Background: an optimization exercise with open tools, aiming at small area. Do not read the settings as production practice.
The RTL was checked by simulation tests, not by an equivalence proof against the original design.
No driver is modelled on the clock port, so clocking that relies on it looks cheaper here than on a real chip.

==> design/flow/design.v <==
module robocon_core (
    input  wire        clk,
    input  wire        rst,
    input  wire        rx_valid,
    input  wire [7:0]  rx_byte,
    input  wire        iter,
    output wire [17:0] lvl_l,
    output wire [17:0] lvl_r,
    output wire [17:0] lvl_lift,
    output wire [19:0] pw_rot,
    output wire [19:0] pw_chin,
    output wire [7:0]  cmd_ext,
    output wire [7:0]  cmd_chin,
    output wire [7:0]  cmd_rotx,
    output wire [7:0]  cmd_roty,
    output wire [7:0]  cmd_rotz
);
    wire [7:0] e, chin, rot_x;
    rc_framer u_framer (
        .clk      (clk),
        .rst      (rst),
        .rx_valid (rx_valid),
        .rx_byte  (rx_byte),
        .extended (e),
        .chin     (chin),
        .rot_x    (rot_x),
        .rot_y    (cmd_roty),
        .rot_z    (cmd_rotz)
    );
    assign cmd_ext  = e;
    assign cmd_chin = chin;
    assign cmd_rotx = rot_x;
    reg [17:0] l_q, r_q, lift_q;
    reg [19:0] rot_q;
    reg [18:0] chin_q;
    wire       l_m = ~e[6] & ~e[4];             
    wire       l_p = ~e[6] &  e[4];             
    wire       r_m = ~e[6] & ~e[5];             
    wire       r_p =  e[6];                     
    wire       neg_l = ~l_p & (~l_m | ~l_q[17]);
    wire       neg_r = ~r_p & (~r_m | ~r_q[17]);
    wire [3:0] m3_l = l_p ? 4'd9 : l_m ? 4'd6 : 4'd3;
    wire [3:0] m3_r = r_p ? 4'd9 : r_m ? 4'd6 : 4'd3;
    wire [17:0] n_l, n_r;
    rc_wheel u_wl (.c(l_q), .m3(m3_l), .neg(neg_l), .n(n_l));
    rc_wheel u_wr (.c(r_q), .m3(m3_r), .neg(neg_r), .n(n_r));
    wire        lift_p = (e[3:2] == 2'd1);
    wire        lift_n = (e[3:2] == 2'd2);
    wire        neg_lift = lift_n | (~lift_p & ~lift_q[17]);
    wire [18:0] y_lift;
    wire        y_lift_co;
    rc_add #(.W(19)) u_add_lift (
        .a  ({lift_q[17], lift_q}),
        .b  ({lift_n, lift_n, lift_n | lift_p, 16'd0}),
        .ci (neg_lift),
        .s  (y_lift),
        .co (y_lift_co)
    );
    wire [17:0] n_lift = y_lift[18:1];
    wire        rot_min = (rot_x == 8'd0);
    wire [19:0] y_rot;
    wire        y_rot_co;
    rc_add #(.W(20)) u_add_rot (
        .a  (rot_q),
        .b  (rot_min ? 20'd32000 : 20'd153600),
        .ci (rot_min),
        .s  (y_rot),
        .co (y_rot_co)
    );
    wire [21:0] q_rot;
    rc_div5 #(.N(22)) u_div_rot (.x({y_rot, 2'b00}), .q(q_rot));
    wire [19:0] n_rot = q_rot[19:0];
    wire [9:0]  chin3;
    wire        chin3_co;
    rc_add #(.W(10)) u_add_chin3 (.a({2'b00, chin}), .b({1'b0, chin, 1'b0}), .ci(1'b0),
                                  .s(chin3), .co(chin3_co));
    wire [10:0] v_raw;
    wire        v_raw_co;
    rc_add #(.W(11)) u_add_chinv (.a({1'b0, chin3}), .b(11'd1000), .ci(1'b0),
                                  .s(v_raw), .co(v_raw_co));
    wire        chin_clamp = (chin > 8'd200);
    wire [10:0] v_chin = chin_clamp ? 11'd1600 : v_raw;
    wire [10:0] cmp_s;
    wire        neg_chin;
    rc_add #(.W(11)) u_cmp_chin (.a(chin_q[18:8]), .b(~v_chin), .ci(1'b1),
                                 .s(cmp_s), .co(neg_chin));
    wire [18:0] y_chin;
    wire        y_chin_co;
    rc_add #(.W(19)) u_add_chin (.a(chin_q), .b({2'b00, v_chin, 6'd0}), .ci(neg_chin),
                                 .s(y_chin), .co(y_chin_co));
    wire [20:0] q_chin;
    rc_div5 #(.N(21)) u_div_chin (.x({y_chin, 2'b00}), .q(q_chin));
    wire [18:0] n_chin = q_chin[18:0];
    always @(posedge clk) begin
        if (rst) begin
            l_q    <= 18'd0;
            r_q    <= 18'd0;
            lift_q <= 18'd0;
            rot_q  <= 20'd371200;
            chin_q <= 19'd332800;
        end else if (iter) begin
            l_q    <= n_l;
            r_q    <= n_r;
            lift_q <= n_lift;
            rot_q  <= n_rot;
            chin_q <= n_chin;
        end
    end
    assign lvl_l    = l_q;
    assign lvl_r    = r_q;
    assign lvl_lift = lift_q;
    assign pw_rot   = rot_q;
    assign pw_chin  = {1'b0, chin_q};
endmodule
module rc_framer (
    input  wire       clk,
    input  wire       rst,
    input  wire       rx_valid,
    input  wire [7:0] rx_byte,
    output reg  [7:0] extended,
    output reg  [7:0] chin,
    output reg  [7:0] rot_x,
    output reg  [7:0] rot_y,
    output reg  [7:0] rot_z
);
    reg [2:0] offset;
    reg [7:0] csum;
    reg [7:0] pool1, pool2, pool3, pool4, pool5;
    wire [2:0] eff_offset = (rx_byte == 8'hFF) ? 3'd0 : offset;
    wire accept = (csum == rx_byte) || (csum == 8'hFF && rx_byte == 8'hFE);
    wire commit = rx_valid && eff_offset == 3'd6 && accept;
    wire [7:0] csum_sum;
    wire       csum_co;
    rc_add #(.W(8)) u_csum (.a(csum), .b(rx_byte), .ci(1'b0), .s(csum_sum), .co(csum_co));
    always @(posedge clk) begin
        if (rst)
            offset <= 3'd0;
        else if (rx_valid)
            offset <= (eff_offset == 3'd6) ? 3'd0 :
                      {eff_offset[2] ^ (eff_offset[1] & eff_offset[0]),
                       eff_offset[1] ^ eff_offset[0], ~eff_offset[0]};
    end
    always @(posedge clk) begin
        if (rx_valid) begin
            case (eff_offset)
                3'd0: csum <= 8'd0;
                3'd6: ;
                default: csum <= csum_sum;
            endcase
            pool1 <= pool2;
            pool2 <= pool3;
            pool3 <= pool4;
            pool4 <= pool5;
            pool5 <= rx_byte;
        end
    end
    always @(posedge clk) begin
        if (rst) begin
            extended <= 8'h00;
            chin     <= 8'h00;
            rot_x    <= 8'h00;
            rot_y    <= 8'h00;
            rot_z    <= 8'h00;
        end else if (commit) begin
            extended <= pool1;
            if (!pool1[1]) begin
                chin  <= pool2;
                rot_y <= pool3;
                rot_x <= pool4;
                rot_z <= pool5;
            end
        end
    end
endmodule
module rc_div5 #(
    parameter integer N = 20
) (
    input  wire [N-1:0] x,
    output wire [N-1:0] q
);
    wire [2:0] r [0:N];
    assign r[N] = 3'b000;
    genvar i;
    generate
        for (i = N - 1; i >= 0; i = i - 1) begin : g_st
            wire v0 = r[i+1][0], v1 = r[i+1][1], v2 = r[i+1][2], b = x[i];
            wire g0 = ~(v0 | v2 | b);
            wire g1 = ~((v2 & b) | v0);
            wire g2 = ~((v0 & b) | v1);
            assign q[i] = (v1 & b) | v2;
            assign r[i] = {~((v0 & v1 & b) | g2), ~((v0 & b) | g1), ~((v0 & b) | v1 | g0)};
        end
    endgenerate
endmodule
module rc_add #(
    parameter integer W = 8
) (
    input  wire [W-1:0] a,
    input  wire [W-1:0] b,
    input  wire         ci,
    output wire [W-1:0] s,
    output wire         co
);
    wire [W:0] c;
    assign c[0] = ci;
    genvar i;
    generate
        for (i = 0; i < W; i = i + 1) begin : g_bit
            assign s[i]   = a[i] ^ b[i] ^ c[i];
            assign c[i+1] = (a[i] & b[i]) | (c[i] & (a[i] ^ b[i]));
        end
    endgenerate
    assign co = c[W];
endmodule
module rc_wheel (
    input  wire [17:0] c,
    input  wire [3:0]  m3,
    input  wire        neg,
    output wire [17:0] n
);
    wire [17:0] co = {~c[17], c[16:0]};
    wire [5:0] hi;
    wire       hi_co;
    rc_add #(.W(6)) u_hi (.a({1'b0, co[17:13]}), .b({2'b00, m3}), .ci(1'b0), .s(hi), .co(hi_co));
    wire [20:0] x;
    wire        x_co;
    rc_add #(.W(21)) u_x (.a({hi[4:0], co[12:0], 3'b000}), .b({3'b111, ~co}), .ci(~neg),
                          .s(x), .co(x_co));
    wire [19:0] q;
    rc_div5 #(.N(20)) u_div (.x(x[20:1]), .q(q));
    wire [17:0] s;
    wire        s_co;
    rc_add #(.W(18)) u_inc (.a(q[17:0]), .b(18'd0), .ci(neg), .s(s), .co(s_co));
    assign n = {~s[17], s[16:0]};
endmodule
==> design/flow/flow/run.sh <==
#!/bin/bash
# Layout flow: the standard flow (standard.sh), with these changes:
#  - synthesis is the standard flow's own script (flow/my_synth.tcl sources ORFS synth.tcl
#    exactly as synth_recipe.tcl does) with only the combinational mapping
#    changed: no adder-cell extraction, and an area-oriented ABC script
#    (flow/abc_map.script). Registers are mapped as in the standard synthesis.
#  - the port buffers that placement puts on every input and output are
#    sky130_fd_sc_hd__buf_1;
#  - clock tree: clkbuf_8 buffers and no dummy loads; after CTS, any clkbuf_8
#    leaf that drives more than 16 sinks is upsized to clkbuf_16
#    (flow/fix_cts.tcl) to keep flip-flop clock slews low.
# Each step's output goes to a log file of its own in this folder.
set -euo pipefail
W=$PWD
R=$W/orfs/results/$FLOW_PLATFORM/robocon_core/base
export MY_ABC_SCRIPT=$W/flow/abc_map.script
export CTS_ARGS="-sink_clustering_enable -repair_clock_nets -buf_list sky130_fd_sc_hd__clkbuf_8 -dont_use_dummy_load"
PB="BUFFER_PORTS_ARGS=-buffer_cell sky130_fd_sc_hd__buf_1"
bash standard.sh SYNTH_SCRIPT=$W/flow/my_synth.tcl ADDER_MAP_FILE= synth > synth.log 2>&1
bash standard.sh "$PB" cts > place_cts.log 2>&1
ODB=$R/4_cts.odb MAXFO=16 openroad -no_init -exit $W/flow/fix_cts.tcl > fix_cts.log 2>&1
bash standard.sh "$PB" finish > route_finish.log 2>&1
==> design/flow/flow/abc_map.script <==
strash
balance
resub -K 6
rewrite
resub -K 6 -N 2
refactor
resub -K 8
balance
resub -K 8 -N 2
rewrite
resub -K 10
rewrite -z
resub -K 10 -N 2
balance
resub -K 12
refactor -z
resub -K 12 -N 2
rewrite -z
balance
balance
resub -K 6
rewrite
resub -K 6 -N 2
refactor
resub -K 8
balance
resub -K 8 -N 2
rewrite
resub -K 10
rewrite -z
resub -K 10 -N 2
balance
resub -K 12
refactor -z
resub -K 12 -N 2
rewrite -z
balance
&get -n
&deepsyn -T 60
&put
balance
resub -K 6
rewrite
resub -K 6 -N 2
refactor
resub -K 8
balance
resub -K 8 -N 2
rewrite
resub -K 10
rewrite -z
resub -K 10 -N 2
balance
resub -K 12
refactor -z
resub -K 12 -N 2
rewrite -z
balance
dc2
dch -f
amap
topo
strash
balance
resub -K 6
rewrite
resub -K 6 -N 2
refactor
resub -K 8
balance
resub -K 8 -N 2
rewrite
resub -K 10
rewrite -z
resub -K 10 -N 2
balance
resub -K 12
refactor -z
resub -K 12 -N 2
rewrite -z
balance
dc2
dch -f
amap
topo
strash
balance
resub -K 6
rewrite
resub -K 6 -N 2
refactor
resub -K 8
balance
resub -K 8 -N 2
rewrite
resub -K 10
rewrite -z
resub -K 10 -N 2
balance
resub -K 12
refactor -z
resub -K 12 -N 2
rewrite -z
balance
dc2
dch -f
amap
topo
==> design/flow/flow/fix_cts.tcl <==
# Upsize clock-tree leaf buffers (clkbuf_8) that drive more than MAXFO sinks
# to clkbuf_16, so that every flip-flop clock pin keeps a sharp edge; then
# legalise the placement again.
read_db $::env(ODB)
set db [ord::get_db]
set block [[$db getChip] getBlock]
set big [$db findMaster sky130_fd_sc_hd__clkbuf_16]
set n 0
foreach inst [$block getInsts] {
  if {[[$inst getMaster] getName] ne "sky130_fd_sc_hd__clkbuf_8"} { continue }
  foreach it [$inst getITerms] {
    if {[$it isOutputSignal]} {
      set net [$it getNet]
      if {$net eq "NULL" || $net eq ""} { continue }
      set fo [expr {[llength [$net getITerms]] - 1}]
      if {$fo > $::env(MAXFO)} {
        puts "upsize [$inst getName] fanout $fo"
        $inst swapMaster $big
        incr n
      }
    }
  }
}
puts "upsized $n clock buffers"
detailed_placement
check_placement -verbose
write_db $::env(ODB)
==> design/flow/flow/my_synth.tcl <==
proc synth {args} { yosys synth -nofsm -noshare {*}$args }
set fh [open $::env(SCRIPTS_DIR)/synth.tcl r]
set body [read $fh]
close $fh
set hook {source $::env(SCRIPTS_DIR)/synth_preamble.tcl}
if {[string first $hook $body] < 0} { error "synth.tcl hook not found" }
set body [string map [list $hook "$hook\nset abc_args \[lreplace \$abc_args 1 1 \$::env(MY_ABC_SCRIPT)\]"] $body]
eval $body
# left out here: clear keep_hierarchy, flatten, clean up, hide names made inside functions, write 1_2_yosys.v
==> design/flow/standard.sh <==
#!/bin/bash
# synth_recipe.tcl (not shown) runs the flow's synth.tcl, then flattens the netlist and writes it again
# the make line also repeats each setting of config.mk as NAME=value (left out here)
make -C /OpenROAD-flow-scripts/flow DESIGN_CONFIG=/design/flow/config.mk WORK_HOME=/design/flow/orfs CLKGATE_MAP_FILE= SYNTH_SCRIPT=/design/flow/synth_recipe.tcl "${@:-finish}"
==> design/flow/config.mk <==
export PLATFORM = sky130hd
export DESIGN_NAME = robocon_core
export DESIGN_NICKNAME = robocon_core
export VERILOG_FILES = /design/flow/design.v
export SDC_FILE = /design/flow/constraint.sdc
export NUM_CORES = 4
export LEC_CHECK = 0
export ABC_AREA = 1
export CAP_MARGIN = 20
export CORE_MARGIN = 2
export CORE_UTILIZATION = 80
export SLEW_MARGIN = 20
==> design/flow/constraint.sdc <==
create_clock -name core_clock -period 25.0 [get_ports {clk}]
set_input_delay 5.0000 -clock core_clock [delete_from_list [all_inputs] [get_ports {clk}]]
set_output_delay 5.0000 -clock core_clock [all_outputs]
set_load 0.01 [all_outputs]
==> results_dict.tcl, run 1 <==
set metrics [dict create \
    outcome "did not finish" \
    failing_step "3_3_place_gp" \
    error "[ERROR GPL-0301] Utilization 101.310 % exceeds 100%." \
    postSynthAreaPerCell_um2 7.274 \
    syn-cell-area_mm2 0.01098 \
    synthFlopType "dfxtp_1" \
    ios 146 \
    start_util_pct 82.29 \
    synth_edf_count 48 \
    die_w_um 121.2 \
    yosysUniqueCellTypes 47 \
    yosysSeqAreaShare_pct 37.91 \
    syn_nets 1522 \
    yosysTopAreaCellShare_pct 24.79 \
    fp.dieH_um 121.2 \
    numPortBuffers 144 \
    synth_warnings 5 \
    rows 42 \
    synth_seq_cells 184 \
    syn-instance-count 1510 \
    async_flop_share_pct 0 \
    yosysTopAreaCell "dfxtp_1" \
    synth_top_cells_by_area "dfxtp_1 (25%), o21ai_0 (14%), edfxtp_1 (13%), nor2_1 (6.7%), nand2_1 (5.9%)" \
]
[Yosys cell counts, types with 2 or more instances]
cell type    n
a21oi_1     61
a21o_1      11
nor3_1     102
o221ai_1     3
o211ai_1     6
nor4_1       2
edfxtp_1    48
a221oi_1     4
o22a_1       3
buf_4        2
nand3_1     15
nor2_1     196
and2_0      15
a31oi_1      8
a211oi_1     9
a22oi_1     36
or3_1        5
o22ai_1     24
clkinv_1   151
dfxtp_1    136
a22o_1      25
and3_1      16
or2_0        9
nand2_1    174
o21a_1      72
o32a_1       9
nor2b_1     11
o21ai_0    300
o32ai_1     39
[cells by family after synthesis]
| kind of cell | count (synthesis) | synth area share, % |
|---|---|---|
| compound gates | 620 | 34.98 |
| buf+inv | 153 | 5.297 |
| other cells | 1 | 0.03414 |
| flops | 184 | 37.91 |
| simple gates | 552 | 21.78 |
==> run 2, diff against run 1 <==
--- a/design/flow/flow/abc_map.script
+++ b/design/flow/flow/abc_map.script
@@ -83,26 +83,3 @@
 dch -f
 amap
 topo
-strash
-balance
-resub -K 6
-rewrite
-resub -K 6 -N 2
-refactor
-resub -K 8
-balance
-resub -K 8 -N 2
-rewrite
-resub -K 10
-rewrite -z
-resub -K 10 -N 2
-balance
-resub -K 12
-refactor -z
-resub -K 12 -N 2
-rewrite -z
-balance
-dc2
-dch -f
-amap
-topo
--- a/design/flow/config.mk
+++ b/design/flow/config.mk
@@ -8,5 +8,5 @@
 export ABC_AREA = 1
 export CAP_MARGIN = 20
 export CORE_MARGIN = 2
-export CORE_UTILIZATION = 80
+export CORE_UTILIZATION = 65
 export SLEW_MARGIN = 20
==> results_dict.tcl, run 2 <==
set metrics [dict create \
    outcome "timing/DRC/antenna clean" \
    syn_nets 1533 \
    antenna_cells 0 \
    min_path_cells 0 \
    synth_warnings 5 \
    yosysMostFrequentCell "o21ai_0" \
    place_congestion 0.9145 \
    syn-cell-area_mm2 0.01102 \
    clock_latency_ns 0.47 \
    rows 47 \
    synth_seq_cells 184 \
    post_cts.repair.setup_buffers 0 \
    grt.met3_usage_pct 6.349 \
    drt-initial-drc-count 843 \
    dieArea_mm2 0.01801 \
    synth_adder_area_share_pct 0 \
    regMostFlops "rot_q" \
    cts_tree "built" \
    synth-simple-area-share_pct 21.74 \
    rrSetupSlack_ns 10.22 \
    numClockSinks 184 \
    synth_xor_area_share_pct 0 \
    route.detailed.drc 0 \
    via_per_inst 6.164 \
    finalCriticalPeriod_ns 14.78 \
    dp_hpwl_um 21010 \
    synth_compound_area_share_pct 34.99 \
    htreeDepth 4 \
    numCtsBuffers 17 \
    largest_reg_flops 20 \
    async_flop_share_pct 0 \
    start_kind "register" \
    synth_mux_area_share_pct 0 \
    finalCritPeriodShare_pct 59.11 \
    drive_above_1_share_pct 1.836 \
    grt_overflow_total 0 \
    max_cap_violations 0 \
    path_clk_slew_ns 0.08 \
    final-setup-viol-count 0 \
    finalHoldViolCount 0 \
    top_regs "rot_q: 20 flops, chin_q: 19 flops" \
    reg2regPathDepth 88 \
    worstPathArrival_ns 15.16 \
    final_cell_mix "o21ai_0 (300), nor2_1 (198), nand2_1 (176)" \
    worst_slew_pin_slew_ns 1.024 \
    ios 146 \
    wl_per_cell_um 14.75 \
    cts_resized 0 \
    syn-instance-count 1521 \
    grt_antenna_before_repair 0 \
    cp_data_required_time_ns 25.38 \
    synth_top_cells_by_area "dfxtp_1 (25%), o21ai_0 (14%), edfxtp_1 (13%), nor2_1 (6.8%), nand2_1 (6.0%)" \
    grt_use_met1_pct 41.85 \
    finalSetupTns_ns 0 \
    ctsHoldBuffers 0 \
    synth_commonest_cells "o21ai_0 (300), nor2_1 (201), nand2_1 (176)" \
    cts.root.buffer_cell "clkbuf_8" \
    fp.dieH_um 134.2 \
    grt_max_degree 42 \
    postSynthAreaPerCell_um2 7.244 \
    clock_path_buffers 2 \
    yosysTopAreaCell "dfxtp_1" \
    final_common_cell "o21ai_0" \
    grt.total_usage_pct 31.29 \
    grtUsageMet2_pct 50.71 \
    yosysTopAreaCellShare_pct 24.71 \
    ant_nets 0 \
    grt-busiest-layer "met2" \
    grt_pass1_vias 10340 \
    holdCritPathClass "register to register" \
    drt-total-wl_um 28140 \
    core_area_mm2 0.01658 \
    num_vias 11760 \
    slew_headroom_pct 31.65 \
    synthFlopType "dfxtp_1" \
    rsz0062_at_grt "no" \
    numPortBuffers 144 \
    yosysSeqAreaShare_pct 37.79 \
    fmax_mhz 67.67 \
    clock_skew_ns 0.02153 \
    die_w_um 134.2 \
    synth_top_family_by_area "compound AO/OA/AOI/OAI gates" \
    start_util_pct 66.44 \
    area_growth_pct 10.17 \
    cp_common_cell "nand2_1" \
    grt_pass1_wl_um 46950 \
    critical_path.slowest_cell "o32ai_1" \
    yosysUniqueCellTypes 47 \
    worstSetupPathType "register to register" \
    end_kind "register" \
    nets 1702 \
    cp_max_fo 6 \
    cpPeakStageDelay_ns 0.69 \
    firstDrtPassIters 5 \
    synth_edf_count 48 \
    finalMaxSlewViolations 0 \
]
[run 2: final timing paths]
kind,startpoint,end
max,u_framer.extended[4],l_q[16]
min,u_framer.pool2[7],u_framer.pool1[7]
max reg2reg,u_framer.extended[4],l_q[16]
min reg2reg,u_framer.pool2[7],u_framer.pool1[7]
[run 2: layout make-up]
cell class / count / area (µm²)
multi-input cells: 1179 / 6267
fillers: 1409 / 4444
flip-flops and latches: 184 / 4164
repair buffers: 152 / 601.8
inverters: 156 / 585.6
well taps: 220 / 275.3
clock buffers: 17 / 245.2
[run 2: worst max-delay path, delay by kind of cell (launching register included)]
kind | cells | cell delay (ns)
simple gates | 50 | 6.76
compound gates | 36 | 7.31
flops | 1 | 0.37
buf+inv | 2 | 0.25
[run 2: cells by family (layout without fill, tap and decap cells)]
kind of cell	after synthesis	in the layout
AO/OA/AOI/OAI	622	622
other	1	1
buffers and inverters	158	325
flip-flops	184	184
AND/OR/NAND/NOR	556	556
[run 2: metrics by stage]
| stage | instance area (µm²) | hold slack [ns] | cells | utilization, % | setup slack [ns] |
|---|---|---|---|---|---|
| global placement | 11890 | 0.4296 | 1891 | 71.72 | 10.96 |
| detailed placement | 11890 | 0.4358 | 1891 | 71.72 | 10.49 |
| floorplan | 11020 | 0.4262 | 1521 | - | 12.46 |
| finish | 12140 | 0.4465 | 1908 | 73.20 | 10.22 |
| CTS | 12130 | 0.4405 | 1908 | 73.13 | 10.41 |
| global route | 12140 | 0.4676 | 1908 | 73.20 | 7.948 |
[run 2: per-layer routing]
layer  routed length, µm  vias to the layer above
li1                    -                     5933
met1               12390                     5358
met2               12860                      403
met3                2113                       67
met4                 786                        0
met5                   0                        -
==> run 3, diff against run 2 <==
--- a/design/flow/flow/abc_map.script
+++ b/design/flow/flow/abc_map.script
@@ -83,3 +83,26 @@
 dch -f
 amap
 topo
+strash
+balance
+resub -K 6
+rewrite
+resub -K 6 -N 2
+refactor
+resub -K 8
+balance
+resub -K 8 -N 2
+rewrite
+resub -K 10
+rewrite -z
+resub -K 10 -N 2
+balance
+resub -K 12
+refactor -z
+resub -K 12 -N 2
+rewrite -z
+balance
+dc2
+dch -f
+amap
+topo
==> results_dict.tcl, run 3 <==
set metrics [dict create \
    outcome "timing/DRC/antenna clean" \
    synthFlopType "dfxtp_1" \
    ctsHoldBuffers 0 \
    synth_compound_area_share_pct 34.98 \
    core_area_mm2 0.01652 \
    final_common_cell "o21ai_0" \
    grt.total_usage_pct 30.99 \
    max_cap_violations 0 \
    grt_max_degree 63 \
    finalInstanceArea_mm2 0.01209 \
    drt-initial-drc-count 651 \
    synth-simple-area-share_pct 21.78 \
    syn-cell-area_mm2 0.01098 \
    cpPeakStageDelay_ns 0.50 \
    synth_top_family_by_area "compound AO/OA/AOI/OAI gates" \
    grt_antenna_before_repair 0 \
    drt-total-wl_um 27930 \
    yosysTopAreaCell "dfxtp_1" \
    worstPathArrival_ns 14.75 \
    ios 146 \
    syn_nets 1522 \
    ant_nets 0 \
    num_vias 11590 \
    cts.root.buffer_cell "clkbuf_8" \
    finalMaxSlewViolations 0 \
    fill_cells 1424 \
    clock_path_buffers 2 \
    via_per_inst 6.114 \
    start_util_pct 66.47 \
    holdCritPathClass "register to register" \
    numCtsBuffers 17 \
    firstDrtPassIters 5 \
    grt_pass1_vias 10220 \
    largest_reg_flops 20 \
    antenna_cells 0 \
    fmax_mhz 69.19 \
    slew_headroom_pct 46.08 \
    synth_top_cells_by_area "dfxtp_1 (25%), o21ai_0 (14%), edfxtp_1 (13%), nor2_1 (6.7%), nand2_1 (5.9%)" \
    rows 47 \
    final-setup-viol-count 0 \
    numPortBuffers 144 \
    async_flop_share_pct 0 \
    synth_edf_count 48 \
    die_w_um 134.0 \
    fp.dieH_um 134.0 \
    yosysUniqueCellTypes 47 \
    fin_util_pct 73.19 \
    post_cts.repair.setup_buffers 0 \
    dp_hpwl_um 20690 \
    finalSetupTns_ns 0 \
    timing.hold.ws_ns 0.4497 \
    synth_warnings 5 \
    finalCritPeriodShare_pct 57.82 \
    regMostFlops "rot_q" \
    finalHoldViolCount 0 \
    wl_per_cell_um 14.73 \
    cts_resized 0 \
    finalCriticalPeriod_ns 14.45 \
    place_congestion 0.9159 \
    cp_max_fo 10 \
    dpl.cell_count 1879 \
    worstSetupPathType "register to register" \
    numClockSinks 184 \
    synth_mux_area_share_pct 0 \
    dieArea_mm2 0.01795 \
    worst_slew_pin_slew_ns 0.8088 \
    placed_area_mm2 0.01186 \
    grt_overflow_total 0 \
    yosysMostFrequentCell "o21ai_0" \
    route.detailed.drc 0 \
    clock_skew_ns 0.02430 \
    area_growth_pct 10.10 \
    end_kind "register" \
    path_clk_slew_ns 0.09 \
    clock_latency_ns 0.46 \
    critical_path.slowest_cell "o21ai_0" \
    cts_tree "built" \
    top_regs "rot_q: 20 flops, chin_q: 19 flops" \
    rsz0062_at_grt "no" \
    htreeDepth 4 \
    cp_data_required_time_ns 25.29 \
    postSynthAreaPerCell_um2 7.274 \
    grt_pass1_wl_um 46400 \
    syn-instance-count 1510 \
    start_kind "register" \
    final_cell_mix "o21ai_0 (300), nor2_1 (193), nand2_1 (173)" \
    synth_adder_area_share_pct 0 \
    yosysTopAreaCellShare_pct 24.79 \
    nets 1690 \
    synth_xor_area_share_pct 0 \
    synth_commonest_cells "o21ai_0 (300), nor2_1 (196), nand2_1 (174)" \
    yosysSeqAreaShare_pct 37.91 \
    drive_above_1_share_pct 1.790 \
    final_cells 1896 \
    synth_seq_cells 184 \
    cp_common_cell "nand2_1" \
]
## run 3: cell count changes after synthesis, sizes merged, moves of 4 or more
cell / before / now
nor2: 201 / 196
o32a: 5 / 9
clkinv: 156 / 151
nor3: 106 / 102
a31oi: 3 / 8
## run 3: layout make-up
| cell class | instances | area (µm²) | area share (%) |
|---|---|---|---|
| Multi-Input combinational cell | 1173 | 6260 | 51.76 |
| Inverter | 151 | 566.8 | 4.687 |
| Tap cell | 220 | 275.3 | 2.276 |
| Timing Repair Buffer | 151 | 594.3 | 4.914 |
| Sequential cell | 184 | 4164 | 34.43 |
| Clock buffer | 17 | 234.0 | 1.935 |
## run 3: critical path: cells and delay by family, from the launching register on
| family | cells | cell delay (ns) |
|---|---|---|
| compound gates | 35 | 6.79 |
| flops | 1 | 0.39 |
| buf+inv | 2 | 0.29 |
| simple gates | 50 | 6.83 |
## run 3: metal layers
layer / routed length (µm) / global-route usage [%] / up-vias
met1: 12700 / 42.02 / 5271
met3: 1833 / 5.367 / 59
li1: - / - / 5907
met4: 758 / 10.82 / 0
met5: 0 / 0 / -
met2: 12640 / 50.23 / 356
## run 3: cells by family (layout without fill, tap and decap cells)
| kind of cell | Yosys count | count (layout) |
|---|---|---|
| flip-flops | 184 | 184 |
| other | 1 | 1 |
| AND/OR/NAND/NOR | 552 | 552 |
| buffers and inverters | 153 | 319 |
| AO/OA/AOI/OAI | 620 | 620 |
## run 3: stage by stage
step | setup slack (ns)
3_5_place_dp | 10.88
3_3_place_gp | 11.21
5_1_grt | 8.332
6_report | 10.55
2_1_floorplan | 12.70
4_1_cts | 10.81
## run 3: worst paths after layout
kind,from,endpoint,slack (ns),cells past startpoint
setup / recovery,u_framer.extended[6],l_q[16],10.55,87
hold / removal,u_framer.pool4[7],u_framer.pool3[7],0.45,0
setup reg to reg,u_framer.extended[6],l_q[16],10.55,87
hold reg to reg,u_framer.pool4[7],u_framer.pool3[7],0.45,0

[static timing again, ports no longer ideal]
How much do the figures lean on ideal ports? The routed layouts below were timed once more, with nothing changed but the port constraints.
Step 1 (the two cells are an assumption about what drives the block):
set clk [get_ports {clk}]
set_driving_cell -lib_cell sky130_fd_sc_hd__clkbuf_16 $clk
set_driving_cell -lib_cell sky130_fd_sc_hd__buf_2 [delete_from_list [all_inputs] $clk]
Step 2 also shifts input and output timing later by t, the mid clock arrival at the registers, as if the neighbouring blocks saw the same clock.
Three values: ideal ports, drivers, drivers and shift; two values: the first two.
run	t (ns)	setup slack, ns	slew at the worst register clock pin (ns)	worst data-port slew with drivers (ns)
run 2	0.498	10.222 / 10.222 / 10.222	0.09 / 0.09	0.05
run 3	0.489	10.546 / 10.546 / 10.546	0.09 / 0.09	0.03
After both steps every run listed still meets setup and hold.
